Background: an optimization exercise with open tools, aiming at small area and a short achievable clock period. Do not read the settings as production practice.
Only simulation tests tie the RTL to the original design; equivalence was not proved.
Power and IR drop assume default switching activity.

==> design.v <==
module rlwe_rec (
    input  wire         clk,
    input  wire         rst,         
    input  wire         in_valid,
    input  wire         in_mode,     
    input  wire [127:0] in_x,        
    input  wire         in_bit,      
    input  wire [7:0]   in_r,        
    output reg          out_valid,
    output reg  [7:0]   out_r,       
    output reg          out_key      
);
    integer j;
    function [3:0] kval;
        input [7:0] r;
        input integer jj;
        integer i;
        begin
            kval = 4'd0;
            for (i = 0; i < 16; i = i + 1)
                if ({(jj < 3) ? r[2*jj +: 2] : 2'd0, r[7:6]} == i)
                    kval = 2 * (i / 4) + (i % 4);
        end
    endfunction
    function [4:0] k3val;
        input [7:0] r;
        input integer jj;
        integer i;
        begin
            k3val = 5'd0;
            for (i = 0; i < 16; i = i + 1)
                if ({(jj < 3) ? r[2*jj +: 2] : 2'd0, r[7:6]} == i)
                    k3val = 3 * (2 * (i / 4) + (i % 4));
        end
    endfunction
    reg               s0_valid;
    reg               s0_mode;
    reg               s0_bit;
    reg        [7:0]  s0_r;
    reg signed [8:0]  s0_th  [0:3];
    reg        [8:0]  s0_xl  [0:3];
    reg        [3:0]  s0_ovf;
    reg        [3:0]  s0_neg;
    always @(posedge clk) begin
        if (rst)
            s0_valid <= 1'b0;
        else
            s0_valid <= in_valid;
        s0_mode <= in_mode;
        s0_bit  <= in_bit;
        s0_r    <= in_r;
        for (j = 0; j < 4; j = j + 1) begin
            s0_th[j]  <= $signed({in_x[32*j+31], in_x[32*j+9 +: 7]})
                         - $signed({4'd0, in_mode ? k3val(in_r, j) : 5'd0});
            s0_xl[j]  <= in_x[32*j +: 9];
            s0_ovf[j] <= ~((in_x[32*j+16 +: 16] == 16'h0000) |
                           (in_x[32*j+16 +: 16] == 16'hffff));
            s0_neg[j] <= in_x[32*j+31];
        end
    end
    wire        hr = ~s0_mode;             
    wire        bh = s0_bit & hr;          
    wire        g   [0:3];                 
    wire [5:0]  yo  [0:3];                 
    wire [5:0]  qo  [0:3];                 
    wire        big [0:3];
    wire [2:0]  v0  [0:3];
    wire [1:0]  v1  [0:3];
    genvar gi;
    generate
        for (gi = 0; gi < 4; gi = gi + 1) begin : co
            rlwe_coef u_coef (
                .th(s0_th[gi]), .xl(s0_xl[gi]), .ovf(s0_ovf[gi]), .neg(s0_neg[gi]),
                .hr(hr), .bh(bh), .k(kval(s0_r, gi)),
                .g(g[gi]), .yo(yo[gi]), .qo(qo[gi]), .big(big[gi]),
                .v0(v0[gi]), .v1(v1[gi])
            );
        end
    endgenerate
    reg         s1_valid;
    reg         s1_mode;
    reg         s1_bh;
    reg         s1_fail;                   
    reg  [8:0]  s1_u   [0:3];              
    reg  [5:0]  s1_yo  [0:3];
    reg  [5:0]  s1_qo  [0:3];
    reg  [3:0]  s1_g;
    reg  [7:0]  s1_h0;                     
    reg  [7:0]  s1_h1;                     
    always @(posedge clk) begin
        if (rst)
            s1_valid <= 1'b0;
        else
            s1_valid <= s0_valid;
        s1_mode <= s0_mode;
        s1_bh   <= bh;
        s1_fail <= |s0_ovf | big[0] | big[1] | big[2] | big[3];
        for (j = 0; j < 4; j = j + 1) begin
            s1_u[j]  <= s0_xl[j] ^ {9{g[j]}};
            s1_yo[j] <= yo[j];
            s1_qo[j] <= qo[j];
            s1_g[j]  <= g[j];
        end
        s1_h0 <= {v0[3][0], 1'b0, v0[2][1:0] - v0[3][1:0], v0[1][1:0] - v0[3][1:0], v0[0][1:0] - v0[3][1:0]};
        s1_h1 <= {v1[3][0], 1'b1, v1[2] - v1[3], v1[1] - v1[3], v1[0] - v1[3]};
    end
    reg  [21:0] S;
    reg         cs1, cs2, cs3, cs4, cs5, cs6, cs7, cs8, cs9, cs10, cs11, cs12;
    reg         cs13, cs14, cs15, cs16, cs17, cs18, cs19, cs20, cs21, cs22, cs23, cs24;
    reg         cs25, cs26, cs27, cs28, cs29, cs30, cs31, cs32, cs33, cs34, cs35, cs36;
    reg         cs37, cs38, cs39, cs40, cs41, cs42, cs43, cs44, cs45, cs46, cs47, cs48;
    reg         cs49, cs50, cs51, cs52, cs53, cs54, cs55, cs56, cs57, cs58, cs59, cs60;
    reg         cs61, cs62, cs63, cs64, cs65, cs66, cs67, cs68, cs69, cs70, cs71, cs72;
    reg         cs73, cs74, cs75, cs76, cs77, cs78, cs79, cs80, cs81, cs82, cs83, cs84;
    reg         cs85, cs86, cs87, cs88, cs89, cs90, cs91, cs92, cs93, cs94, cs95, cs96;
    reg         cs97, cs98, cs99, cs100, cs101, cs102, cs103, cs104, cs105, cs106, cs107, cs108;
    reg         cs109, cs110, cs111, cs112, cs113, cs114, cs115, cs116, cs117, cs118, cs119, cs120;
    reg         cs121, cs122, cs123, cs124, cs125, cs126, cs127, cs128, cs129, cs130, cs131, cs132;
    reg         cs133, cs134, cs135, cs136, cs137, cs138, cs139, cs140, cs141, cs142, cs143, cs144;
    reg         cs145, cs146, cs147, cs148, cs149, cs150, cs151, cs152, cs153, cs154, cs155, cs156;
    reg         cs157, cs158, cs159, cs160, cs161, cs162, cs163, cs164, cs165, cs166, cs167, cs168;
    reg         cs169, cs170, cs171, cs172, cs173, cs174, cs175, cs176, cs177, cs178, cs179, cs180;
    reg         cs181, cs182, cs183, cs184, cs185, cs186, cs187, cs188, cs189, cs190, cs191, cs192;
    reg         cs193, cs194, cs195, cs196;
    reg  [21:0] ra, rb;
    wire [3:0]  gb = s1_g & {4{s1_bh}};
    reg  [21:0] K;
    reg         ok;
    always @(*) begin
        if (~s1_mode)
            K = s1_bh ? 22'd1548146 : 22'd1548162;   
        else
            K = 22'd1474427;                         
        cs1 = s1_u[0][0] ^ s1_qo[0][3] ^ gb[0];
        cs2 = (s1_u[0][0] & s1_qo[0][3]) | (s1_u[0][0] & gb[0]) | (s1_qo[0][3] & gb[0]);
        cs3 = s1_u[1][0] ^ s1_qo[1][3] ^ gb[1];
        cs4 = (s1_u[1][0] & s1_qo[1][3]) | (s1_u[1][0] & gb[1]) | (s1_qo[1][3] & gb[1]);
        cs5 = s1_u[0][1] ^ s1_qo[0][4] ^ s1_u[1][1];
        cs6 = (s1_u[0][1] & s1_qo[0][4]) | (s1_u[0][1] & s1_u[1][1]) | (s1_qo[0][4] & s1_u[1][1]);
        cs7 = s1_u[0][2] ^ s1_qo[0][5];
        cs8 = s1_u[0][2] & s1_qo[0][5];
        cs9 = s1_g[0] ^ s1_qo[0][0] ^ s1_g[1];
        cs10 = (s1_g[0] & s1_qo[0][0]) | (s1_g[0] & s1_g[1]) | (s1_qo[0][0] & s1_g[1]);
        cs11 = s1_qo[1][0] ^ s1_g[2];
        cs12 = s1_qo[1][0] & s1_g[2];
        cs13 = s1_g[0] ^ s1_qo[0][1] ^ s1_g[1];
        cs14 = (s1_g[0] & s1_qo[0][1]) | (s1_g[0] & s1_g[1]) | (s1_qo[0][1] & s1_g[1]);
        cs15 = s1_qo[1][1] ^ s1_g[2] ^ s1_qo[2][1];
        cs16 = (s1_qo[1][1] & s1_g[2]) | (s1_qo[1][1] & s1_qo[2][1]) | (s1_g[2] & s1_qo[2][1]);
        cs17 = s1_g[3] ^ s1_qo[3][1];
        cs18 = s1_g[3] & s1_qo[3][1];
        cs19 = s1_g[0] ^ s1_qo[0][2] ^ s1_g[1];
        cs20 = (s1_g[0] & s1_qo[0][2]) | (s1_g[0] & s1_g[1]) | (s1_qo[0][2] & s1_g[1]);
        cs21 = s1_qo[1][2] ^ s1_g[2] ^ s1_qo[2][2];
        cs22 = (s1_qo[1][2] & s1_g[2]) | (s1_qo[1][2] & s1_qo[2][2]) | (s1_g[2] & s1_qo[2][2]);
        cs23 = s1_g[3] ^ s1_qo[3][2] ^ K[2];
        cs24 = (s1_g[3] & s1_qo[3][2]) | (s1_g[3] & K[2]) | (s1_qo[3][2] & K[2]);
        cs25 = cs1 ^ cs3 ^ s1_u[2][0];
        cs26 = (cs1 & cs3) | (cs1 & s1_u[2][0]) | (cs3 & s1_u[2][0]);
        cs27 = s1_qo[2][3] ^ gb[2] ^ s1_u[3][0];
        cs28 = (s1_qo[2][3] & gb[2]) | (s1_qo[2][3] & s1_u[3][0]) | (gb[2] & s1_u[3][0]);
        cs29 = s1_qo[3][3] ^ gb[3] ^ K[3];
        cs30 = (s1_qo[3][3] & gb[3]) | (s1_qo[3][3] & K[3]) | (gb[3] & K[3]);
        cs31 = cs2 ^ cs4 ^ cs5;
        cs32 = (cs2 & cs4) | (cs2 & cs5) | (cs4 & cs5);
        cs33 = s1_qo[1][4] ^ s1_u[2][1] ^ s1_qo[2][4];
        cs34 = (s1_qo[1][4] & s1_u[2][1]) | (s1_qo[1][4] & s1_qo[2][4]) | (s1_u[2][1] & s1_qo[2][4]);
        cs35 = s1_u[3][1] ^ s1_qo[3][4] ^ K[4];
        cs36 = (s1_u[3][1] & s1_qo[3][4]) | (s1_u[3][1] & K[4]) | (s1_qo[3][4] & K[4]);
        cs37 = cs6 ^ cs7 ^ s1_u[1][2];
        cs38 = (cs6 & cs7) | (cs6 & s1_u[1][2]) | (cs7 & s1_u[1][2]);
        cs39 = s1_qo[1][5] ^ s1_u[2][2] ^ s1_qo[2][5];
        cs40 = (s1_qo[1][5] & s1_u[2][2]) | (s1_qo[1][5] & s1_qo[2][5]) | (s1_u[2][2] & s1_qo[2][5]);
        cs41 = s1_u[3][2] ^ s1_qo[3][5] ^ K[5];
        cs42 = (s1_u[3][2] & s1_qo[3][5]) | (s1_u[3][2] & K[5]) | (s1_qo[3][5] & K[5]);
        cs43 = cs8 ^ s1_u[0][3] ^ s1_u[1][3];
        cs44 = (cs8 & s1_u[0][3]) | (cs8 & s1_u[1][3]) | (s1_u[0][3] & s1_u[1][3]);
        cs45 = s1_u[2][3] ^ s1_u[3][3];
        cs46 = s1_u[2][3] & s1_u[3][3];
        cs47 = s1_u[0][4] ^ s1_u[1][4];
        cs48 = s1_u[0][4] & s1_u[1][4];
        cs49 = cs9 ^ cs11 ^ s1_qo[2][0];
        cs50 = (cs9 & cs11) | (cs9 & s1_qo[2][0]) | (cs11 & s1_qo[2][0]);
        cs51 = cs10 ^ cs12 ^ cs13;
        cs52 = (cs10 & cs12) | (cs10 & cs13) | (cs12 & cs13);
        cs53 = cs15 ^ cs17;
        cs54 = cs15 & cs17;
        cs55 = cs14 ^ cs16 ^ cs18;
        cs56 = (cs14 & cs16) | (cs14 & cs18) | (cs16 & cs18);
        cs57 = cs19 ^ cs21 ^ cs23;
        cs58 = (cs19 & cs21) | (cs19 & cs23) | (cs21 & cs23);
        cs59 = cs20 ^ cs22 ^ cs24;
        cs60 = (cs20 & cs22) | (cs20 & cs24) | (cs22 & cs24);
        cs61 = cs25 ^ cs27 ^ cs29;
        cs62 = (cs25 & cs27) | (cs25 & cs29) | (cs27 & cs29);
        cs63 = cs26 ^ cs28 ^ cs30;
        cs64 = (cs26 & cs28) | (cs26 & cs30) | (cs28 & cs30);
        cs65 = cs31 ^ cs33 ^ cs35;
        cs66 = (cs31 & cs33) | (cs31 & cs35) | (cs33 & cs35);
        cs67 = cs32 ^ cs34 ^ cs36;
        cs68 = (cs32 & cs34) | (cs32 & cs36) | (cs34 & cs36);
        cs69 = cs37 ^ cs39 ^ cs41;
        cs70 = (cs37 & cs39) | (cs37 & cs41) | (cs39 & cs41);
        cs71 = cs38 ^ cs40 ^ cs42;
        cs72 = (cs38 & cs40) | (cs38 & cs42) | (cs40 & cs42);
        cs73 = cs43 ^ cs45 ^ K[6];
        cs74 = (cs43 & cs45) | (cs43 & K[6]) | (cs45 & K[6]);
        cs75 = cs44 ^ cs46 ^ cs47;
        cs76 = (cs44 & cs46) | (cs44 & cs47) | (cs46 & cs47);
        cs77 = s1_u[2][4] ^ s1_u[3][4] ^ K[7];
        cs78 = (s1_u[2][4] & s1_u[3][4]) | (s1_u[2][4] & K[7]) | (s1_u[3][4] & K[7]);
        cs79 = cs48 ^ s1_u[0][5] ^ s1_u[1][5];
        cs80 = (cs48 & s1_u[0][5]) | (cs48 & s1_u[1][5]) | (s1_u[0][5] & s1_u[1][5]);
        cs81 = s1_u[2][5] ^ s1_u[3][5] ^ K[8];
        cs82 = (s1_u[2][5] & s1_u[3][5]) | (s1_u[2][5] & K[8]) | (s1_u[3][5] & K[8]);
        cs83 = s1_u[0][6] ^ s1_u[1][6] ^ s1_u[2][6];
        cs84 = (s1_u[0][6] & s1_u[1][6]) | (s1_u[0][6] & s1_u[2][6]) | (s1_u[1][6] & s1_u[2][6]);
        cs85 = s1_u[3][6] ^ K[9];
        cs86 = s1_u[3][6] & K[9];
        cs87 = s1_u[0][7] ^ s1_u[1][7] ^ s1_u[2][7];
        cs88 = (s1_u[0][7] & s1_u[1][7]) | (s1_u[0][7] & s1_u[2][7]) | (s1_u[1][7] & s1_u[2][7]);
        cs89 = s1_u[3][7] ^ K[10];
        cs90 = s1_u[3][7] & K[10];
        cs91 = s1_u[0][8] ^ s1_u[1][8] ^ s1_u[2][8];
        cs92 = (s1_u[0][8] & s1_u[1][8]) | (s1_u[0][8] & s1_u[2][8]) | (s1_u[1][8] & s1_u[2][8]);
        cs93 = s1_u[3][8] ^ K[11];
        cs94 = s1_u[3][8] & K[11];
        cs95 = s1_yo[0][0] ^ s1_yo[1][0] ^ s1_yo[2][0];
        cs96 = (s1_yo[0][0] & s1_yo[1][0]) | (s1_yo[0][0] & s1_yo[2][0]) | (s1_yo[1][0] & s1_yo[2][0]);
        cs97 = s1_yo[3][0] ^ K[12];
        cs98 = s1_yo[3][0] & K[12];
        cs99 = s1_yo[0][1] ^ s1_yo[1][1] ^ s1_yo[2][1];
        cs100 = (s1_yo[0][1] & s1_yo[1][1]) | (s1_yo[0][1] & s1_yo[2][1]) | (s1_yo[1][1] & s1_yo[2][1]);
        cs101 = s1_yo[3][1] ^ K[13];
        cs102 = s1_yo[3][1] & K[13];
        cs103 = s1_yo[0][2] ^ s1_yo[1][2] ^ s1_yo[2][2];
        cs104 = (s1_yo[0][2] & s1_yo[1][2]) | (s1_yo[0][2] & s1_yo[2][2]) | (s1_yo[1][2] & s1_yo[2][2]);
        cs105 = s1_yo[3][2] ^ K[14];
        cs106 = s1_yo[3][2] & K[14];
        cs107 = s1_yo[0][3] ^ s1_yo[1][3] ^ s1_yo[2][3];
        cs108 = (s1_yo[0][3] & s1_yo[1][3]) | (s1_yo[0][3] & s1_yo[2][3]) | (s1_yo[1][3] & s1_yo[2][3]);
        cs109 = s1_yo[3][3] ^ K[15];
        cs110 = s1_yo[3][3] & K[15];
        cs111 = s1_yo[0][4] ^ s1_yo[1][4] ^ s1_yo[2][4];
        cs112 = (s1_yo[0][4] & s1_yo[1][4]) | (s1_yo[0][4] & s1_yo[2][4]) | (s1_yo[1][4] & s1_yo[2][4]);
        cs113 = s1_yo[3][4] ^ K[16];
        cs114 = s1_yo[3][4] & K[16];
        cs115 = s1_yo[0][5] ^ s1_yo[1][5] ^ s1_yo[2][5];
        cs116 = (s1_yo[0][5] & s1_yo[1][5]) | (s1_yo[0][5] & s1_yo[2][5]) | (s1_yo[1][5] & s1_yo[2][5]);
        cs117 = s1_yo[3][5] ^ K[17];
        cs118 = s1_yo[3][5] & K[17];
        cs119 = cs49 ^ s1_g[3];
        cs120 = cs49 & s1_g[3];
        cs121 = cs50 ^ cs51 ^ cs53;
        cs122 = (cs50 & cs51) | (cs50 & cs53) | (cs51 & cs53);
        cs123 = cs52 ^ cs54 ^ cs55;
        cs124 = (cs52 & cs54) | (cs52 & cs55) | (cs54 & cs55);
        cs125 = cs56 ^ cs58 ^ cs59;
        cs126 = (cs56 & cs58) | (cs56 & cs59) | (cs58 & cs59);
        cs127 = cs60 ^ cs62 ^ cs63;
        cs128 = (cs60 & cs62) | (cs60 & cs63) | (cs62 & cs63);
        cs129 = cs64 ^ cs66 ^ cs67;
        cs130 = (cs64 & cs66) | (cs64 & cs67) | (cs66 & cs67);
        cs131 = cs68 ^ cs70 ^ cs71;
        cs132 = (cs68 & cs70) | (cs68 & cs71) | (cs70 & cs71);
        cs133 = cs72 ^ cs74 ^ cs75;
        cs134 = (cs72 & cs74) | (cs72 & cs75) | (cs74 & cs75);
        cs135 = cs76 ^ cs78 ^ cs79;
        cs136 = (cs76 & cs78) | (cs76 & cs79) | (cs78 & cs79);
        cs137 = cs80 ^ cs82 ^ cs83;
        cs138 = (cs80 & cs82) | (cs80 & cs83) | (cs82 & cs83);
        cs139 = cs84 ^ cs86 ^ cs87;
        cs140 = (cs84 & cs86) | (cs84 & cs87) | (cs86 & cs87);
        cs141 = cs88 ^ cs90 ^ cs91;
        cs142 = (cs88 & cs90) | (cs88 & cs91) | (cs90 & cs91);
        cs143 = cs92 ^ cs94 ^ cs95;
        cs144 = (cs92 & cs94) | (cs92 & cs95) | (cs94 & cs95);
        cs145 = cs96 ^ cs98 ^ cs99;
        cs146 = (cs96 & cs98) | (cs96 & cs99) | (cs98 & cs99);
        cs147 = cs100 ^ cs102 ^ cs103;
        cs148 = (cs100 & cs102) | (cs100 & cs103) | (cs102 & cs103);
        cs149 = cs104 ^ cs106 ^ cs107;
        cs150 = (cs104 & cs106) | (cs104 & cs107) | (cs106 & cs107);
        cs151 = cs108 ^ cs110 ^ cs111;
        cs152 = (cs108 & cs110) | (cs108 & cs111) | (cs110 & cs111);
        cs153 = cs112 ^ cs114 ^ cs115;
        cs154 = (cs112 & cs114) | (cs112 & cs115) | (cs114 & cs115);
        cs155 = cs116 ^ cs118;
        cs156 = cs116 & cs118;
        cs157 = cs119 ^ s1_qo[3][0];
        cs158 = cs119 & s1_qo[3][0];
        cs159 = cs120 ^ cs121 ^ K[1];
        cs160 = (cs120 & cs121) | (cs120 & K[1]) | (cs121 & K[1]);
        cs161 = cs122 ^ cs123 ^ cs57;
        cs162 = (cs122 & cs123) | (cs122 & cs57) | (cs123 & cs57);
        cs163 = cs124 ^ cs125 ^ cs61;
        cs164 = (cs124 & cs125) | (cs124 & cs61) | (cs125 & cs61);
        cs165 = cs126 ^ cs127 ^ cs65;
        cs166 = (cs126 & cs127) | (cs126 & cs65) | (cs127 & cs65);
        cs167 = cs128 ^ cs129 ^ cs69;
        cs168 = (cs128 & cs129) | (cs128 & cs69) | (cs129 & cs69);
        cs169 = cs130 ^ cs131 ^ cs73;
        cs170 = (cs130 & cs131) | (cs130 & cs73) | (cs131 & cs73);
        cs171 = cs132 ^ cs133 ^ cs77;
        cs172 = (cs132 & cs133) | (cs132 & cs77) | (cs133 & cs77);
        cs173 = cs134 ^ cs135 ^ cs81;
        cs174 = (cs134 & cs135) | (cs134 & cs81) | (cs135 & cs81);
        cs175 = cs136 ^ cs137 ^ cs85;
        cs176 = (cs136 & cs137) | (cs136 & cs85) | (cs137 & cs85);
        cs177 = cs138 ^ cs139 ^ cs89;
        cs178 = (cs138 & cs139) | (cs138 & cs89) | (cs139 & cs89);
        cs179 = cs140 ^ cs141 ^ cs93;
        cs180 = (cs140 & cs141) | (cs140 & cs93) | (cs141 & cs93);
        cs181 = cs142 ^ cs143 ^ cs97;
        cs182 = (cs142 & cs143) | (cs142 & cs97) | (cs143 & cs97);
        cs183 = cs144 ^ cs145 ^ cs101;
        cs184 = (cs144 & cs145) | (cs144 & cs101) | (cs145 & cs101);
        cs185 = cs146 ^ cs147 ^ cs105;
        cs186 = (cs146 & cs147) | (cs146 & cs105) | (cs147 & cs105);
        cs187 = cs148 ^ cs149 ^ cs109;
        cs188 = (cs148 & cs149) | (cs148 & cs109) | (cs149 & cs109);
        cs189 = cs150 ^ cs151 ^ cs113;
        cs190 = (cs150 & cs151) | (cs150 & cs113) | (cs151 & cs113);
        cs191 = cs152 ^ cs153 ^ cs117;
        cs192 = (cs152 & cs153) | (cs152 & cs117) | (cs153 & cs117);
        cs193 = cs154 ^ cs155 ^ K[18];
        cs194 = (cs154 & cs155) | (cs154 & K[18]) | (cs155 & K[18]);
        cs195 = cs156 ^ K[19];
        cs196 = cs156 & K[19];
        ra = {K[21], cs196, cs194, cs192, cs190, cs188, cs186, cs184, cs182, cs180, cs178, cs176, cs174, cs172, cs170, cs168, cs166, cs164, cs162, cs160, cs158, cs157};
        rb = {1'b0, K[20], cs195, cs193, cs191, cs189, cs187, cs185, cs183, cs181, cs179, cs177, cs175, cs173, cs171, cs169, cs167, cs165, cs163, cs161, cs159, K[0]};
        S = ra + rb;
        ok = ~s1_fail & ~S[21];
    end
    always @(posedge clk) begin
        if (rst)
            out_valid <= 1'b0;
        else
            out_valid <= s1_valid;
        out_r   <= s1_mode ? 8'd0 : (ok ? s1_h0 : s1_h1);
        out_key <= s1_mode & ok;
    end
endmodule
module rlwe_coef (
    input  wire signed [8:0] th,       
    input  wire [8:0]        xl,
    input  wire              ovf,      
    input  wire              neg,      
    input  wire              hr,       
    input  wire              bh,       
    input  wire [3:0]        k,        
    output reg               g,
    output reg  [5:0]        yo,
    output reg  [5:0]        qo,
    output reg               big,
    output reg  [2:0]        v0,
    output reg  [1:0]        v1
);
    function lo_ge;
        input signed [6:0] v;
        input [8:0] xl;
        begin
            if (v <= 0)
                lo_ge = 1'b1;
            else if (v <= 8)
                lo_ge = xl != 9'd0;
            else if (v <= 16)
                lo_ge = xl[8:1] != 8'd0;
            else
                lo_ge = (xl[8:2] != 7'd0) | (xl[1:0] == 2'd3);
        end
    endfunction
    function gtc;
        input [8:0] a;
        input integer c;
        reg   [8:0] cb;
        reg         eq;
        integer     i;
        begin
            cb  = c;
            cb  = cb ^ 9'h100;
            gtc = 1'b0;
            eq  = 1'b1;
            for (i = 8; i >= 0; i = i - 1) begin
                if (cb[i]) begin
                    eq = eq & (a[i] ^ (i == 8));
                end else begin
                    gtc = gtc | (eq & (a[i] ^ (i == 8)));
                    eq  = eq & ~(a[i] ^ (i == 8));
                end
            end
        end
    endfunction
    function ge;
        input [8:0] th;
        input [8:0] xl;
        input [3:0] o;
        input integer c;
        reg   [8:0] c3;
        begin
            c3 = 3 * c;
            ge = gtc(th, 3 * c) | ((th == c3) & lo_ge(c + o, xl));
        end
    endfunction
    wire [4:0]       t    = th[4:0];
    wire             xz   = xl == 9'd0;               
    wire             xle1 = xl[8:1] == 8'd0;          
    wire             tneg = th[8];                    
    wire             thi  = gtc(th, 24);              
    reg        [3:0] m;        
    reg              mul3;     
    reg        [1:0] rho;      
    reg              lom;      
    reg        [3:0] rg;       
    reg signed [8:0] yc;       
    reg signed [1:0] s;
    reg signed [5:0] p;
    reg signed [8:0] thm, thp;  
    reg signed [8:0] e;
    reg        [8:0] ye;
    reg              gp, g0, gm;
    always @(*) begin
        thm  = th - 9'sd24;
        thp  = th + 9'sd24;
        big  = gtc(th, 48) | (hr ? ~gtc(th, -26) : ~gtc(th, -50));
        m[3] = t >= 5'd24;
        m[2] = (t >= 5'd12) & (t < 5'd24);
        m[1] = ((t >= 5'd6) & (t < 5'd12)) | ((t >= 5'd18) & (t < 5'd24));
        m[0] = ((t >= 5'd3) & (t < 5'd6)) | ((t >= 5'd9) & (t < 5'd12)) |
               ((t >= 5'd15) & (t < 5'd18)) | ((t >= 5'd21) & (t < 5'd24));
        mul3 = (t == 5'd0) | (t == 5'd3) | (t == 5'd6) | (t == 5'd9) | (t == 5'd12) |
               (t == 5'd15) | (t == 5'd18) | (t == 5'd21) | (t == 5'd24);
        rho[1] = (t == 5'd2) | (t == 5'd5) | (t == 5'd8) | (t == 5'd11) |
                 (t == 5'd14) | (t == 5'd17) | (t == 5'd20) | (t == 5'd23);
        rho[0] = ~mul3 & ~rho[1];
        if (bh)
            lom = (t >= 5'd15) ? ~xle1 : ~xz;
        else
            lom = (t < 5'd3) | ~xz;
        if (~m[0])
            yc = (mul3 & ~lom) ? -9'sd1 : {7'd0, rho};
        else
            yc = (mul3 & ~lom) ? 9'sd3 : 9'sd2 - {7'd0, rho};
        if (hr) begin
            if (tneg)
                rg = 4'd0;
            else if (thi)
                rg = 4'd9;
            else
                rg = m + {3'd0, ~mul3 | lom};
            g  = ~rg[0];
            p  = {1'b0, rg[3:1], 1'b0};
            e  = tneg ? th : thi ? thm : yc;       
            v0 = rg[3:1];
            if (rg == 4'd0)
                v1 = 2'd0;
            else if (rg >= 4'd7)
                v1 = 2'd3;
            else
                v1 = rg[2:1] - {1'b0, ~rg[0]};
        end else begin
            if (ge(th, xl, k, 4))
                s = 2'sd1;
            else if (ge(th, xl, k, -4))
                s = 2'sd0;
            else
                s = -2'sd1;
            gp = ~ge(th, xl, k, 8);
            g0 = ~ge(th, xl, k, 0);
            gm = ~ge(th, xl, k, -8);
            g  = (s == 2'sd1) ? gp : (s == 2'sd0) ? g0 : gm;
            p  = $signed({2'd0, k}) + $signed({s, 3'd0});
            e  = (s == 2'sd1) ? thm : (s == 2'sd0) ? th : thp;
            v0 = 3'd0;
            v1 = 2'd0;
        end
        if (ovf) begin
            v0 = neg ? 3'd0 : 3'd4;
            v1 = neg ? 2'd0 : 2'd3;
        end
        ye  = (hr & ~tneg & ~thi) ? yc : e ^ {9{g}};
        yo  = {~ye[5], ye[4:0]};
        qo  = {~(p[5] ^ ~g), p[4:0] ^ {5{~g}}};
    end
endmodule
==> flow/run.sh <==
#!/bin/bash
set -e
export BUFFER_PORTS_ARGS="-buffer_cell sky130_fd_sc_hd__buf_1"
export SETUP_SLACK_MARGIN=11.0
export SETUP_MOVE_SEQUENCE="unbuffer,sizeup,swap"
export CTS_ARGS="-sink_clustering_enable -repair_clock_nets -buf_list sky130_fd_sc_hd__clkbuf_4 -dont_use_dummy_load -sink_clustering_size 8 -sink_clustering_max_diameter 50"
{
  echo "BUFFER_PORTS_ARGS=$BUFFER_PORTS_ARGS"
  echo "SETUP_SLACK_MARGIN=$SETUP_SLACK_MARGIN"
  echo "SETUP_MOVE_SEQUENCE=$SETUP_MOVE_SEQUENCE"
  echo "CTS_ARGS=$CTS_ARGS"
} > run.log
bash standard.sh > standard.log 2>&1
echo "standard.sh finished" >> run.log
==> standard.sh <==
#!/bin/bash
# synth_recipe.tcl (not shown) runs the flow's synth.tcl, then flattens the netlist and writes it again
# the make line also repeats each setting of config.mk as NAME=value (left out here)
make -C /OpenROAD-flow-scripts/flow DESIGN_CONFIG=/design/flow/config.mk WORK_HOME=/design/flow/orfs CLKGATE_MAP_FILE= SYNTH_SCRIPT=/design/flow/synth_recipe.tcl "${@:-finish}"
==> config.mk <==
export PLATFORM = sky130hd
export DESIGN_NAME = rlwe_rec
export DESIGN_NICKNAME = rlwe_rec
export VERILOG_FILES = /design/flow/design.v
export SDC_FILE = /design/flow/constraint.sdc
export NUM_CORES = 4
export LEC_CHECK = 0
export CAP_MARGIN = 20
export CORE_MARGIN = 2
export CORE_UTILIZATION = 65
export CTS_BUF_LIST = sky130_fd_sc_hd__clkbuf_4
export PLACE_DENSITY = 0.75
export SLEW_MARGIN = 20
==> constraint.sdc <==
create_clock -name core_clock -period 15.0 [get_ports {clk}]
set_input_delay 3.0000 -clock core_clock [delete_from_list [all_inputs] [get_ports {clk}]]
set_output_delay 3.0000 -clock core_clock [all_outputs]
set_load 0.01 [all_outputs]
==> results of run 1 <==
-- where the power goes --
| part | internal, mW | total [mW] | switching, mW | leakage, nW |
|---|---|---|---|---|
| clock network | 0.0939 | 0.278 | 0.184 | 0.143 |
| registers | 0.640 | 0.768 | 0.128 | 1.75 |
| logic | 0.825 | 1.73 | 0.909 | 4.78 |
-- synth_stat cells (24+ instances only) --
library cell / n
nand2b_1: 32
fa_1: 79
nor2b_1: 28
nor4_1: 35
nand2_1: 95
dfxtp_1: 207
o21ai_0: 75
clkbuf_1: 51
nand4_1: 29
nor3_1: 34
xnor2_1: 101
ha_1: 117
a21oi_1: 86
xor2_1: 40
nor2_1: 89
inv_1: 168
nand3_1: 24
-- stage by stage --
stage	worst slack, ps	hold slack (ps)	util [%]	cell area, um^2
2_1_floorplan	9910	329	-	15100
3_3_place_gp	9240	428	68.8	15600
3_5_place_dp	9150	439	68.9	15600
4_1_cts	10250	451	71.2	16100
5_1_grt	10160	471	72.5	16400
6_report	10310	448	72.5	16400
-- sequential cells by signal, summed over array words and instances, names as in the netlist, 4 cells and up --
signal,count
s1_h0,7
s0_xl,36
s1_h1,7
s0_r,8
s0_neg,4
s0_ovf,4
s0_th,36
s1_qo,24
s1_g,4
s1_u,36
out_r,8
s1_yo,24
-- area by class of cell --
cell class                      instances  area share, %
Antenna cell                            1         0.0153
Clock buffer                           31           1.42
Inverter                              171           4.13
Multi-Input combinational cell       1208           62.5
Sequential cell                       207           25.6
Tap cell                              285           2.17
Timing Repair Buffer                  157           4.16
-- kinds of logic after synthesis --
kind of cell               Yosys count
and+or+nand+nor                    463
AOI/OAI and AO/OA                  381
buffers and inverters              259
DFF                                207
adders and majority gates          196
xor gates and xnor gates           142
muxes                               26
-- what timing repair did --
action / 4_1_cts / 5_1_grt
endpoints found under the hold margin: 0 / 0
setup endpoints to repair: 82 / 60
hold buffers: 0 / 0
resized for setup: 92 / 74
pin swaps: 33 / 30
-- worst max path at each step --
stage	end	slack, ps
detailed placement	s0_th[0][6]	9150
global route	out_r[7]	10160
floorplan	s0_th[0][6]	9910
finish	out_r[0]	10310
global placement	s0_th[0][6]	9240
CTS	out_r[7]	10250
-- metal layers --
layer  up-vias  track usage (%)  wire length (um)
met5         -                0                 0
met2       509             52.1             18300
met3       110             5.69              2960
met4         0             13.5              1750
met1      5908             42.8             16500
li1       6054                -                 -
==> run summary, run 1 <==
outcome=no timing/DRC/antenna violations; CP max-delay cell=fa_2; Worst-Margin Slew=988 ps; Synth Instances=1674; Synth Register Bits=207; Post-Syn Area per Cell=8.94 um^2; # IOs=151; fin crit period=4690 ps; core area=22600 um^2; ranking of synthesized cells by area=dfxtp_1 28%, fa_1 11%, ha_1 9.8%; Compound-Gate Fraction of Synth Area=17.8%; R2R Setup Slk=10310 ps; post-synthesis mux area share=1.86%; crit path capture type=flip-flop; WP buf/inv=2; startpoint types=flip-flop; router iterations before antenna repair=7; synthesized net count=2011; WL/cell=19.2 um; Netlist cell types=101; Placed Instances=2028; DRT antenna net count=0; footprint of the multi-input gates=10300 um^2; # Max-Cap Violations=0; largest net degree at the start of global routing=57; Reg2Reg Depth=15; largest area contributor in the netlist=dfxtp_1; clock skew=35.8 ps; WHS Path Cells=1; main combinational cell family by area after synthesis=adder cells; Max Buffers Root-to-Sink=3; # DRC=0; Min-Delay Startpoint=s0_xl[0][5]; Setup Buffers After CTS=0; # rows=55; xor/xnor cell area share of the yosys netlist=8.36%; fraction of registers with async set/reset=0%; worst r2r src=s1_bh; die footprint=24200 um^2; Pins Over Slew Limit=0; fin crit share=31.3%; Die Width=156 um; most frequent cells in the layout=184 x dfxtp_1, 153 x inv_1, 137 x buf_1; Setup CP Type=reg2reg; post-synthesis sequential area ratio=27.7%; fillers=1747; most frequent cell on the critical path=fa_2; Power Density=169 nW/um^2; endpoints failing setup=0; Setup crit start=s1_bh; Tot GR Track Use=32.2%; GP Congestion=0.945; prevailing post-synth register cell=dfxtp_1; die height=156 um; hold endpoint=s1_u[0][5]; GRT Residual Overflow=0; top cell type's share of synthesized area=27.7%; Reg-to-Reg End=out_r[0]; Synth warnings=12; Layout Cells excl Fill=2060; CTS Buf Count=31; register clock-pin slew on the reported worst setup and hold paths=90 ps; IO Port Bufs=150; synthesized cell area=15000 um^2; CP top delay family=adder cells; via/cell ratio=6.11; Pwr Total=2.78 mW; Max H-tree Level=1; DP Wirelength=30400 um; Worst VDD drop=485 uV; via count=12.6k; Initial DRC Count=1155; CTS root buf=clkbuf_4; Leak=6.67 nW; crit path cell chain=and2_4 > fa_1 > inv_1 > fa_2 > fa_2 > inv_1 > fa_2 > fa_1 > ha_2 > a2111oi_4 > o21a_1 > o211ai_1 > a41oi_4 > mux2i_1 > nor2_1; slew margin rel.=34.0%; worst-skew pair later-pin latency=700 ps; Post-Synth Simple-Gate Area=16.8%; Critical Path RT=15590 ps; Worst Hold Class=reg2reg; share of cells above drive strength 1=12.2%; P&R area growth vs syn=9.67%; vias in the first global route=12.1k; first-pass GRT wire length=61800 um; sum of negative setup slack=0 ps; CP max stage delay=520 ps; Layout Nets=2113; Fmax=213 MHz; clk sinks=207; worst path arrival time=5280 ps; initial antenna violation count=1; commonest non-fill, non-tap cell in the layout=dfxtp_1; RSZ-0062 raised after global routing=yes; Reg area=4200 um^2; final hold viol count=0; synthesized-area fraction occupied by adder cells=20.4%; number of synthesized flops with an enable pin=0; final WL=39500 um; Initial Util=66.1%; Crit Path Max Fanout=9; TritonCTS clock tree=built; Crit path depth=15
==> inputs of run 2 (changes only) <==
--- a/flow/run.sh
+++ b/flow/run.sh
@@ -3,3 +3,3 @@
 export BUFFER_PORTS_ARGS="-buffer_cell sky130_fd_sc_hd__buf_1"
-export SETUP_SLACK_MARGIN=11.0
+export SETUP_SLACK_MARGIN=10.75
 export SETUP_MOVE_SEQUENCE="unbuffer,sizeup,swap"
--- a/config.mk
+++ b/config.mk
@@ -13 +13,2 @@
 export SLEW_MARGIN = 20
+export TNS_END_PERCENT = 5
==> run summary, run 2 <==
Tot GR Track Use=31.3%; P&R area growth vs syn=6.87%; register clock-pin slew on the reported worst setup and hold paths=90 ps; Worst VDD drop=318 uV; Crit Path Max Fanout=9; post-synthesis sequential area ratio=27.7%; WL/cell=18.4 um; top cell type's share of synthesized area=27.7%; Compound-Gate Fraction of Synth Area=17.8%; # IOs=151; Post-Synth Simple-Gate Area=16.8%; commonest non-fill, non-tap cell in the layout=dfxtp_1; IO Port Bufs=150; Setup Buffers After CTS=0; Setup CP Type=reg2reg; Max H-tree Level=1; # Max-Cap Violations=0; Synth top cells by count=207 x dfxtp_1, 168 x inv_1, 117 x ha_1; GRT Residual Overflow=0; # DRC=0; Max Buffers Root-to-Sink=3; via count=12.4k; synthesized-area fraction occupied by adder cells=20.4%; die height=156 um; Layout Nets=2115; DP Wirelength=29600 um; GP Congestion=0.952; most frequent cells in the layout=201 x dfxtp_1, 160 x inv_1, 147 x buf_1; core area=22600 um^2; WHS Path Cells=1; synthesized net count=2011; Largest regs=s0_th (36), s0_xl (36), s1_u (36); Power Density=171 nW/um^2; largest area contributor in the netlist=dfxtp_1; Initial DRC Count=1042; crit path capture type=flip-flop; Layout Cells excl Fill=2062; synthesized cell area=15000 um^2; worst-skew pair later-pin latency=730 ps; number of synthesized flops with an enable pin=0; DRT antenna net count=0; Leak=6.57 nW; Post-Syn Area per Cell=8.94 um^2; ranking of synthesized cells by area=dfxtp_1 28%, fa_1 11%, ha_1 9.8%; most numerous cell in the Yosys netlist=dfxtp_1; CTS root buf=clkbuf_4; RSZ-0062 raised after global routing=yes; fin crit share=31.4%; Netlist cell types=101; Reg-to-Reg End=out_r[2]; Synth Instances=1674; TritonCTS clock tree=built; Pins Over Slew Limit=0; Worst setup endpoint=out_r[2]; Worst Hold Class=reg2reg; initial antenna violation count=3; Worst-Margin Slew=983 ps; first-pass GRT wire length=60200 um; Critical Path RT=15520 ps; # rows=55; Fmax=212 MHz; Synth warnings=12; startpoint types=flip-flop; fin crit period=4720 ps; Die Width=156 um; Setup crit start=s1_g[0]; R2R Setup Slk=10280 ps; Synth Register Bits=207; clk sinks=207; worst r2r src=s1_g[0]; die footprint=24200 um^2; count of hold buffers inserted by post-cts repair=0; Placed Instances=2030; endpoints failing setup=0; final WL=37900 um; clock skew=107 ps; largest net degree at the start of global routing=52; slew margin rel.=33.9%; xor/xnor cell area share of the yosys netlist=8.36%; via/cell ratio=6.03; final hold viol count=0; Initial Util=66.1%; main combinational cell family by area after synthesis=adder cells; worst path arrival time=5230 ps; post-synthesis mux area share=1.86%; fillers=1853; router iterations before antenna repair=5; share of cells above drive strength 1=7.60%; prevailing post-synth register cell=dfxtp_1; CTS Buf Count=31; sum of negative setup slack=0 ps; Reg2Reg Depth=15; fraction of registers with async set/reset=0%; vias in the first global route=11.9k; outcome=no timing/DRC/antenna violations
## run 2: cell counts after synthesis
Identical to the previous run, type by type.
## run 2: how the worst min path moves through the flow
| stage | startpoint | end |
|---|---|---|
| final | s1_valid | out_valid |
| after global routing | s0_valid | s1_valid |
| after global placement | s1_valid | out_valid |
| after floorplan | s0_mode | s1_mode |
| after CTS | s1_valid | out_valid |
| after detailed placement | s1_valid | out_valid |
## run 2: metal layers
| metal | vias to the layer above | routed length [um] | part of all wire, % | track usage (%) |
|---|---|---|---|---|
| met2 | 478 | 17300 | 46 | 51.0 |
| met1 | 5793 | 16400 | 43 | 41.6 |
| li1 | 6058 | - | - | - |
| met3 | 93 | 2730 | 7.2 | 5.39 |
| met4 | 4 | 1440 | 3.8 | 12.4 |
| met5 | - | 31 | 0.082 | 0 |
## run 2: area by class of cell
| class | instances | area (um^2) | area share, % |
|---|---|---|---|
| well taps | 285 | 357 | 2.23 |
| clock buffers | 31 | 233 | 1.46 |
| diodes | 1 | 2.50 | 0.0157 |
| inverters | 171 | 658 | 4.12 |
| flip-flops and latches | 207 | 4150 | 26.0 |
| multi-input cells | 1208 | 9930 | 62.1 |
| repair buffers | 159 | 656 | 4.10 |
## run 2: worst max-delay path, stage by stage (launching register included)
cell and delay [ps]:
dfxtp_2 350, and2_4 140, fa_1 470, inv_1 50, fa_2 340, fa_2 540, inv_2 50, fa_2 540
fa_2 450, ha_4 180, a2111oi_4 320, o21a_1 160, o211ai_1 180, a41oi_4 440, mux2i_1 240, nor2_1 60
## run 2: through the flow
stage	power, mW	utilization (%)	setup WS (ps)	hold WS, ps	cell area [um^2]
3_3_place_gp	2.20	68.7	9090	424	15600
2_1_floorplan	1.89	-	9890	329	15000
4_1_cts	2.74	70.3	10300	447	15900
6_report	2.73	70.6	10280	439	16000
5_1_grt	3.00	70.6	10140	461	16000
3_5_place_dp	2.27	68.7	9040	427	15600
## run 2: kinds of logic after synthesis
group           count (synthesis)
xor+xnor                      142
fa+ha+maj                     196
simple gates                  463
buf+inv                       259
compound gates                381
mux                            26
flops                         207
## run 2: power by group
group / switching [mW] / leakage (nW) / internal, mW
clock: 0.177 / 0.143 / 0.0940
sequential: 0.121 / 1.74 / 0.637
combinational: 0.891 / 4.68 / 0.814
total: 1.19 / 6.57 / 1.55
## run 2: what timing repair did
action | 4_1_cts | 5_1_grt
gates cloned | 0 | 0
endpoints found under the setup margin | 59 | 72
gates resized for setup | 32 | 26
pin swaps | 15 | 10
==> inputs of run 3 (changes only) <==
--- a/config.mk
+++ b/config.mk
@@ -13,2 +13,2 @@
 export SLEW_MARGIN = 20
-export TNS_END_PERCENT = 5
+export TNS_END_PERCENT = 0
==> run summary, run 3 <==
router iterations before antenna repair=5; P&R area growth vs syn=6.45%; WL/cell=18.3 um; WHS Path Cells=1; sequential power share=27.8%; WP buf/inv=2; # DRC=0; footprint of the multi-input gates=9880 um^2; crit path capture type=flip-flop; Reg2Reg Depth=15; via count=12.4k; combinational share of power=62.3%; CP max-delay cell=a311o_1; met1 Resource Use GR=41.6%; Layout Nets=2115; Pins Over Slew Limit=0; worst hold slack=439 ps; Fmax=210 MHz; post-route cell area=15900 um^2; largest area contributor in the netlist=dfxtp_1; Reg-to-Reg End=out_r[2]; Crit Path Max Fanout=7; die height=156 um; worst-skew pair later-pin latency=730 ps; synthesized net count=2011; Post-Syn Area per Cell=8.94 um^2; register clock-pin slew on the reported worst setup and hold paths=80 ps; via/cell ratio=6.02; largest net degree at the start of global routing=52; Max Buffers Root-to-Sink=3; TritonCTS clock tree=built; synthesized-area fraction occupied by adder cells=20.4%; final hold viol count=0; CP top delay family=compound AO/OA/AOI/OAI gates; Initial Util=66.1%; CTS Buf Count=31; Compound-Gate Fraction of Synth Area=17.8%; Synth top cells by count=207 x dfxtp_1, 168 x inv_1, 117 x ha_1; Setup Buffers After CTS=0; Die Width=156 um; Critical Path RT=15540 ps; Tot GR Track Use=31.3%; Reg area=4150 um^2; ranking of synthesized cells by area=dfxtp_1 28%, fa_1 11%, ha_1 9.8%; RSZ-0062 raised after global routing=yes; CP max stage delay=330 ps; share of cells above drive strength 1=6.81%; fraction of registers with async set/reset=0%; met2 usage=51.0%; Placed Area=15600 um^2; xor/xnor cell area share of the yosys netlist=8.36%; Clock Power Share=9.9%; clk sinks=207; DP Wirelength=29600 um; pre-CTS setup slack=9040 ps; GRT Residual Overflow=0; crit path cell chain=clkbuf_4 > inv_1 > ha_2 > nor3_2 > a21oi_1 > o22ai_1 > a311o_1 > ha_1 > nor2b_1 > o21ai_1 > nand2b_1 > a211o_1 > xnor2_1; hold endpoint=out_valid; GR peak layer=met2; Post-Synth Simple-Gate Area=16.8%; initial antenna violation count=3; first-pass GRT wire length=60200 um; vias in the first global route=11.9k; most frequent cells in the layout=202 x dfxtp_1, 164 x inv_1, 148 x buf_1; Leak=6.55 nW; R2R Setup Slk=10290 ps; CTS root buf=clkbuf_4; Worst VDD drop=318 uV; Worst Slack Setup Final=10250 ps; core area=22600 um^2; sum of negative setup slack=0 ps; outcome=no timing/DRC/antenna violations; DRT antenna net count=0; Max H-tree Level=1; IO Port Bufs=150; fin crit share=31.7%; commonest non-fill, non-tap cell in the layout=dfxtp_1; Largest regs=s0_th (36), s0_xl (36), s1_u (36); # rows=55; Setup CP Type=in2reg; startpoint types=primary input; final WL=37700 um; Synth Register Bits=207; fin crit period=4750 ps; prevailing post-synth register cell=dfxtp_1; Min-Delay Startpoint=s1_valid; top cell type's share of synthesized area=27.7%; slew margin rel.=34.1%; endpoints failing setup=0; Initial DRC Count=1126; post-synthesis sequential area ratio=27.7%; worst path arrival time=5290 ps; Synth warnings=12; Core Util, Final=70.3%; main combinational cell family by area after synthesis=adder cells; Worst Hold Class=reg2reg; internal power=1.54 mW; post-synthesis mux area share=1.86%; # IOs=151; net switching power=1.19 mW; Netlist cell types=101; Power Density=171 nW/um^2; GP Congestion=0.952; M3 GR Usage=5.39%; most numerous cell in the Yosys netlist=dfxtp_1; Synth Instances=1674; synthesized cell area=15000 um^2; Worst-Margin Slew=979 ps; switching portion of total power=43.5%; worst r2r src=s1_g[0]; number of synthesized flops with an enable pin=0; fillers=1862; die footprint=24200 um^2; # Max-Cap Violations=0; clock skew=105 ps
-- run 3: cell counts after synthesis --
No cell type changed its count.
-- run 3: area by class of cell --
class                   count  share of cell area (%)
inverters                 171                    4.13
flip-flops and latches    207                    26.1
clock buffers              31                    1.46
well taps                 285                    2.24
diodes                      1                  0.0157
repair buffers            159                    4.01
multi-input cells        1208                    62.1
-- run 3: per-layer routing --
layer / wire, um / vias to the layer above / part of all wire (%)
li1: - / 6066 / -
met1: 16500 / 5818 / 44
met2: 17100 / 432 / 45
met3: 2540 / 100 / 6.7
met4: 1540 / 4 / 4.1
met5: 33 / - / 0.087
-- run 3: worst register-to-register path, cell delays in order (launching register included) --
cell and delay [ps]:
dfxtp_2 350, and2_4 140, fa_1 480, inv_1 50
fa_2 340, fa_2 540, inv_2 50, fa_2 540
fa_2 450, ha_4 180, a2111oi_4 320, o21a_1 160
o211ai_1 170, a41oi_4 440, mux2i_1 240, nor2_1 60
-- run 3: cells by family (layout without fill, tap and decap cells) --
family | count (synthesis) | count (layout)
flops | 207 | 207
mux | 26 | 26
simple gates | 463 | 463
fa+ha+maj | 196 | 196
xor+xnor | 142 | 142
other cells | 0 | 1
buf+inv | 259 | 361
compound gates | 381 | 381
-- run 3: power groups by stage --
stage,sequential (mW),combinational (mW),clock [mW]
finish,0.758,1.70,0.271
global route,0.772,1.93,0.300
CTS,0.755,1.70,0.280
detailed placement,0.767,1.50,0
global placement,0.766,1.44,0
floorplan,0.688,1.20,0
-- run 3: stage by stage --
step / total power [mW] / instances
2_1_floorplan: 1.89 / 1674
3_3_place_gp: 2.20 / 2030
3_5_place_dp: 2.27 / 2030
4_1_cts: 2.74 / 2061
5_1_grt: 3.00 / 2062
6_report: 2.73 / 2062
-- run 3: worst max-delay path by stage --
| stage | from | end | slack, ps | cells past startpoint |
|---|---|---|---|---|
| 3_3_place_gp | in_r[6] | s0_th[0][6] | 9090 | 12 |
| 5_1_grt | s1_qo[0][4] | out_r[7] | 10130 | 16 |
| 6_report | in_r[7] | s0_th[0][6] | 10250 | 13 |
| 3_5_place_dp | in_r[6] | s0_th[2][6] | 9040 | 13 |
| 4_1_cts | s1_g[0] | out_r[7] | 10300 | 15 |
| 2_1_floorplan | in_r[6] | s0_th[0][6] | 9890 | 13 |
-- run 3: what timing repair did --
action,CTS,global route
gates cloned,0,0
resized for setup,32,3
hold buffers,0,0
endpoints found under the setup margin,59,72
pin swaps,15,0
==> inputs of run 4 (changes only) <==
--- a/config.mk
+++ b/config.mk
@@ -13,2 +13 @@
 export SLEW_MARGIN = 20
-export TNS_END_PERCENT = 0
==> run summary, run 4 <==
outcome=no timing/DRC/antenna violations; post-synthesis sequential area ratio=27.7%; via/cell ratio=6.04; WHS Path Cells=1; DP Wirelength=30200 um; initial antenna violation count=1; Synth warnings=12; WL/cell=18.7 um; Critical Path RT=15490 ps; R2R Setup Slk=10330 ps; Worst Hold Class=reg2reg; share of cells above drive strength 1=10.0%; Worst Slack Setup Final=10330 ps; Fmax=214 MHz; Layout Nets=2119; Synth top cells by count=207 x dfxtp_1, 168 x inv_1, 117 x ha_1; most frequent cells in the layout=192 x dfxtp_1, 156 x inv_1, 146 x buf_1; IO Port Bufs=150; P&R area growth vs syn=8.31%; CTS Buf Count=35; die footprint=24200 um^2; Netlist cell types=101; RSZ-0062 raised after global routing=yes; Synth Instances=1674; fraction of registers with async set/reset=0%; register clock-pin slew on the reported worst setup and hold paths=90 ps; # DRC=0; synthesized net count=2011; Initial DRC Count=1144; crit path capture type=flip-flop; pre-CTS setup slack=9190 ps; most numerous cell in the Yosys netlist=dfxtp_1; die height=156 um; Pwr Total=2.77 mW; largest area contributor in the netlist=dfxtp_1; clock skew=53.5 ps; worst r2r src=s1_bh; synthesized cell area=15000 um^2; sum of negative setup slack=0 ps; GRT Residual Overflow=0; count of hold buffers inserted by post-cts repair=0; # Max-Cap Violations=0; router iterations before antenna repair=5; worst-skew pair later-pin latency=620 ps; worst path arrival time=5160 ps; Setup CP Type=reg2reg; commonest non-fill, non-tap cell in the layout=dfxtp_1; Worst VDD drop=335 uV; Synth Register Bits=207; endpoints failing setup=0; post-route cell area=16200 um^2; Power Density=171 nW/um^2; Leak=6.60 nW; Min-Delay Startpoint=s1_valid; startpoint types=flip-flop; Reg2Reg Depth=15; DRT antenna net count=0; largest net degree at the start of global routing=51; Largest regs=s0_th (36), s0_xl (36), s1_u (36); Placed Area=15600 um^2; slew margin rel.=32.2%; Max Buffers Root-to-Sink=3; hold endpoint=out_valid; # rows=55; Core Util, Final=71.6%; TritonCTS clock tree=built; vias in the first global route=12.0k; Worst-Margin Slew=1020 ps; Crit Path Max Fanout=9; via count=12.5k; prevailing post-synth register cell=dfxtp_1; fin crit share=31.1%; Pins Over Slew Limit=0; CTS root buf=clkbuf_4; Max H-tree Level=2; final hold viol count=0; # IOs=151; Setup crit start=s1_bh; ranking of synthesized cells by area=dfxtp_1 28%, fa_1 11%, ha_1 9.8%; GP Congestion=0.971; fin crit period=4670 ps; number of synthesized flops with an enable pin=0; final WL=38600 um; clk sinks=207; Post-Syn Area per Cell=8.94 um^2; Reg-to-Reg End=out_r[5]; Initial Util=66.1%; first-pass GRT wire length=62000 um; core area=22600 um^2; Die Width=156 um; Tot GR Track Use=32.3%; top cell type's share of synthesized area=27.7%
-- run 4: cell type report --
class,instances,area (um^2)
well taps,285,357
flip-flops and latches,207,4180
repair buffers,159,666
multi-input cells,1208,10100
clock buffers,35,263
fillers,1790,6440
inverters,171,669
diodes,1,2.50
-- run 4: cell families (layout without fill, tap and decap cells) --
group / Yosys count / count (layout) / share of synthesized area (%)
compound gates: 381 / 381 / 17.8
xor+xnor: 142 / 142 / 8.36
fa+ha+maj: 196 / 196 / 20.4
buf+inv: 259 / 365 / 7.10
flops: 207 / 207 / 27.7
mux: 26 / 26 / 1.86
other cells: 0 / 1 / 0
simple gates: 463 / 463 / 16.8
-- run 4: where the power goes --
group	switching, mW	leakage (nW)	internal (mW)	total (mW)
clock	0.189	0.161	0.107	0.296
combinational	0.897	4.70	0.819	1.72
sequential	0.118	1.74	0.639	0.758
total	1.20	6.60	1.57	2.77
-- run 4: stage by stage --
step | hold WS, ps | instances
floorplan | 329 | 1674
global route | 434 | 2066
detailed placement | 428 | 2030
global placement | 424 | 2029
CTS | 417 | 2065
finish | 426 | 2066
-- run 4: repair_timing --
item	CTS	global route
pin swaps	30	28
endpoints found under the setup margin	58	36
gates resized for setup	50	51
setup buffers	0	0
-- run 4: how the worst max path moves through the flow --
stage                        endpoint  slack, ps  depth (start not counted)
after floorplan           s0_th[0][6]       9910                         13
after detailed placement  s0_th[0][6]       9190                         12
final                        out_r[5]      10330                         15
after CTS                    out_r[5]      10250                         16
after global routing         out_r[0]      10160                         15
after global placement    s0_th[0][6]       9240                         12
-- run 4: worst max-delay path, stage by stage (launching register included) --
cell,delay [ps]
dfxtp_4,370
and2_4,140
fa_1,500
inv_2,40
fa_2,340
fa_2,530
inv_2,40
fa_2,340
fa_1,590
ha_4,220
a2111oi_4,320
o21a_1,160
o211ai_1,190
a41oi_4,440
mux2i_1,270
nor2_1,60
-- run 4: metal layers --
layer / wire length (um) / up-vias / track usage [%]
met4: 1310 / 0 / 11.2
met3: 3050 / 81 / 5.44
met1: 16600 / 5846 / 43.8
met5: 0 / - / 0
met2: 17700 / 484 / 52.6
li1: - / 6066 / -
==> inputs of run 5 (changes only) <==
--- a/config.mk
+++ b/config.mk
@@ -13 +13,2 @@
 export SLEW_MARGIN = 20
+export TNS_END_PERCENT = 10
==> run summary, run 5 <==
post-synthesis sequential area ratio=27.7%; met1 Resource Use GR=43.2%; ranking of synthesized cells by area=dfxtp_1 28%, fa_1 11%, ha_1 9.8%; Reg area=4150 um^2; Setup CP Type=reg2reg; CP max-delay cell=fa_1; core area=22600 um^2; CTS Buf Count=34; RSZ-0062 raised after global routing=yes; # DRC=0; endpoints failing setup=0; Initial Util=66.1%; crit path capture type=flip-flop; die height=156 um; Post-Syn Area per Cell=8.94 um^2; vias in the first global route=11.9k; Initial DRC Count=1171; met2 usage=51.4%; DP Wirelength=29500 um; most frequent cell on the critical path=fa_1; sequential power share=28.0%; Tot GR Track Use=31.7%; Max H-tree Level=2; switching portion of total power=43.5%; WP buf/inv=2; fin crit period=4700 ps; net switching power=1.18 mW; Critical Path RT=15460 ps; largest area contributor in the netlist=dfxtp_1; Worst setup endpoint=out_r[1]; Worst-Margin Slew=998 ps; WL/cell=18.4 um; Crit Path Max Fanout=9; Fmax=213 MHz; worst path arrival time=5160 ps; Layout Nets=2117; worst r2r src=s1_bh; sum of negative setup slack=0 ps; CP top delay family=adder cells; CTS root buf=clkbuf_4; GRT Residual Overflow=0; top cell type's share of synthesized area=27.7%; largest net degree at the start of global routing=72; clock skew=86.9 ps; clk sinks=207; post-route cell area=16000 um^2; prevailing post-synth register cell=dfxtp_1; Crit path depth=15; Pins Over Slew Limit=0; CP max stage delay=570 ps; register clock-pin slew on the reported worst setup and hold paths=90 ps; Worst Hold Class=reg2reg; number of synthesized flops with an enable pin=0; Largest regs=s0_th (36), s0_xl (36), s1_u (36); internal power=1.53 mW; worst hold slack=429 ps; synthesized net count=2011; # rows=55; Setup crit start=s1_bh; count of hold buffers inserted by post-cts repair=0; Die Width=156 um; startpoint types=flip-flop; Max Buffers Root-to-Sink=3; Setup Buffers After CTS=0; M3 GR Usage=4.75%; Placed Area=15500 um^2; first-pass GRT wire length=61200 um; Synth Register Bits=207; fillers=1805; Synth warnings=12; Netlist cell types=101; initial antenna violation count=1; IO Port Bufs=150; # Max-Cap Violations=0; outcome=no timing/DRC/antenna violations; Power Density=170 nW/um^2; DRT antenna net count=0; final hold viol count=0; router iterations before antenna repair=6; footprint of the multi-input gates=9920 um^2; GP Congestion=0.944; Synth Instances=1674; P&R area growth vs syn=6.92%; share of cells above drive strength 1=7.31%; die footprint=24200 um^2; slew margin rel.=33.4%; Reg2Reg Depth=15; most numerous cell in the Yosys netlist=dfxtp_1; Reg-to-Reg End=out_r[1]; Clock Power Share=10.6%; Worst VDD drop=455 uV; crit path cell chain=and2_1 > fa_1 > inv_1 > fa_2 > fa_2 > fa_1 > inv_2 > fa_1 > ha_4 > a2111oi_4 > o21a_1 > o211ai_1 > a41oi_4 > mux2i_1 > nor2_1; # IOs=151; commonest non-fill, non-tap cell in the layout=dfxtp_1; final WL=38100 um; Synth top cells by count=207 x dfxtp_1, 168 x inv_1, 117 x ha_1; Leak=6.58 nW; GR peak layer=met2; via/cell ratio=6.03; worst-skew pair later-pin latency=640 ps; synthesized cell area=15000 um^2; fraction of registers with async set/reset=0%; Core Util, Final=70.6%; R2R Setup Slk=10300 ps; most frequent cells in the layout=199 x dfxtp_1, 161 x inv_1, 147 x buf_1; combinational share of power=61.4%; via count=12.5k; TritonCTS clock tree=built; fin crit share=31.3%
run 5: cell counts after synthesis:
Identical to the previous run, type by type.
run 5: repair_timing:
item	in CTS	in global routing
pin swaps	20	2
resized for setup	50	1
endpoints found under the hold margin	0	0
setup endpoints to repair	59	63
run 5: per-layer routing:
layer	wire, um	vias to the layer above
met5	0	-
met4	1230	0
met3	2480	79
met2	17600	442
met1	16800	5875
li1	-	6060
run 5: kinds of logic (layout without fill, tap and decap cells):
kind of cell	after synthesis	after routing	share of synthesized area (%)
fa+ha+maj	196	196	20.4
buf+inv	259	363	7.10
xor+xnor	142	142	8.36
other cells	0	1	0
simple gates	463	463	16.8
mux	26	26	1.86
flops	207	207	27.7
compound gates	381	381	17.8
run 5: how the worst min path moves through the flow:
stage | start | to | slack [ps] | depth (start not counted)
final | s0_valid | s1_valid | 430 | 1
after floorplan | s0_mode | s1_mode | 330 | 0
after global placement | s1_valid | out_valid | 430 | 1
after detailed placement | s1_valid | out_valid | 430 | 1
after global routing | s0_valid | s1_valid | 430 | 1
after CTS | s0_valid | s1_valid | 430 | 1
run 5: through the flow:
step	setup WS (ps)	std cells	power (mW)
2_1_floorplan	9900	1674	1.89
3_3_place_gp	9100	2029	2.20
3_5_place_dp	9010	2029	2.26
4_1_cts	10310	2063	2.72
5_1_grt	10040	2064	2.98
6_report	10300	2064	2.71
run 5: area by class of cell:
cell class              count  share of cell area (%)
clock buffers              34                    1.60
flip-flops and latches    207                    26.0
multi-input cells        1208                    62.0
inverters                 171                    4.11
repair buffers            158                    4.08
well taps                 285                    2.23
diodes                      1                  0.0156
run 5: power by group through the flow:
| stage | logic (mW) | registers (mW) | clock network, mW |
|---|---|---|---|
| final | 1.67 | 0.761 | 0.287 |
| after global placement | 1.44 | 0.766 | 0 |
| after floorplan | 1.20 | 0.688 | 0 |
| after global routing | 1.89 | 0.772 | 0.321 |
| after detailed placement | 1.49 | 0.769 | 0 |
| after CTS | 1.67 | 0.757 | 0.298 |

==> static timing again, ports no longer ideal <==
The flow's constraints put no driver on any port. The routed layouts listed below were extracted and timed again, unchanged, in two steps.
Step 1: set_driving_cell puts a clkbuf_16 on clk and a buf_2 on each other input, an assumption about the parent block.
Step 2 also shifts input and output timing later by t, the mid clock arrival at the registers, as if the neighbouring blocks saw the same clock.
Slacks: no drivers / after step 1 / after step 2; pairs: no drivers / after step 1.
run	t, ns	slack for setup (ns)	hold WS [ns]	slew at the worst register clock pin (ns)	pins driven straight from the clock port
run 1	0.732	10.312 / 10.312 / 9.705	0.448 / 0.448 / 0.448	0.10 / 0.10	1
run 2	0.725	10.284 / 10.284 / 9.622	0.439 / 0.439 / 0.439	0.10 / 0.10	1
run 3	0.725	10.249 / 10.275 / 9.551	0.439 / 0.439 / 0.439	0.10 / 0.10	1
run 4	0.633	10.328 / 10.328 / 9.752	0.426 / 0.426 / 0.426	0.10 / 0.10	1
run 5	0.637	10.302 / 10.302 / 9.744	0.429 / 0.429 / 0.429	0.10 / 0.10	1
After both steps every run listed still meets setup and hold. The setup slack of run 3, which loses most, moves by +0.026 ns with the drivers and by -0.698 ns with both steps.
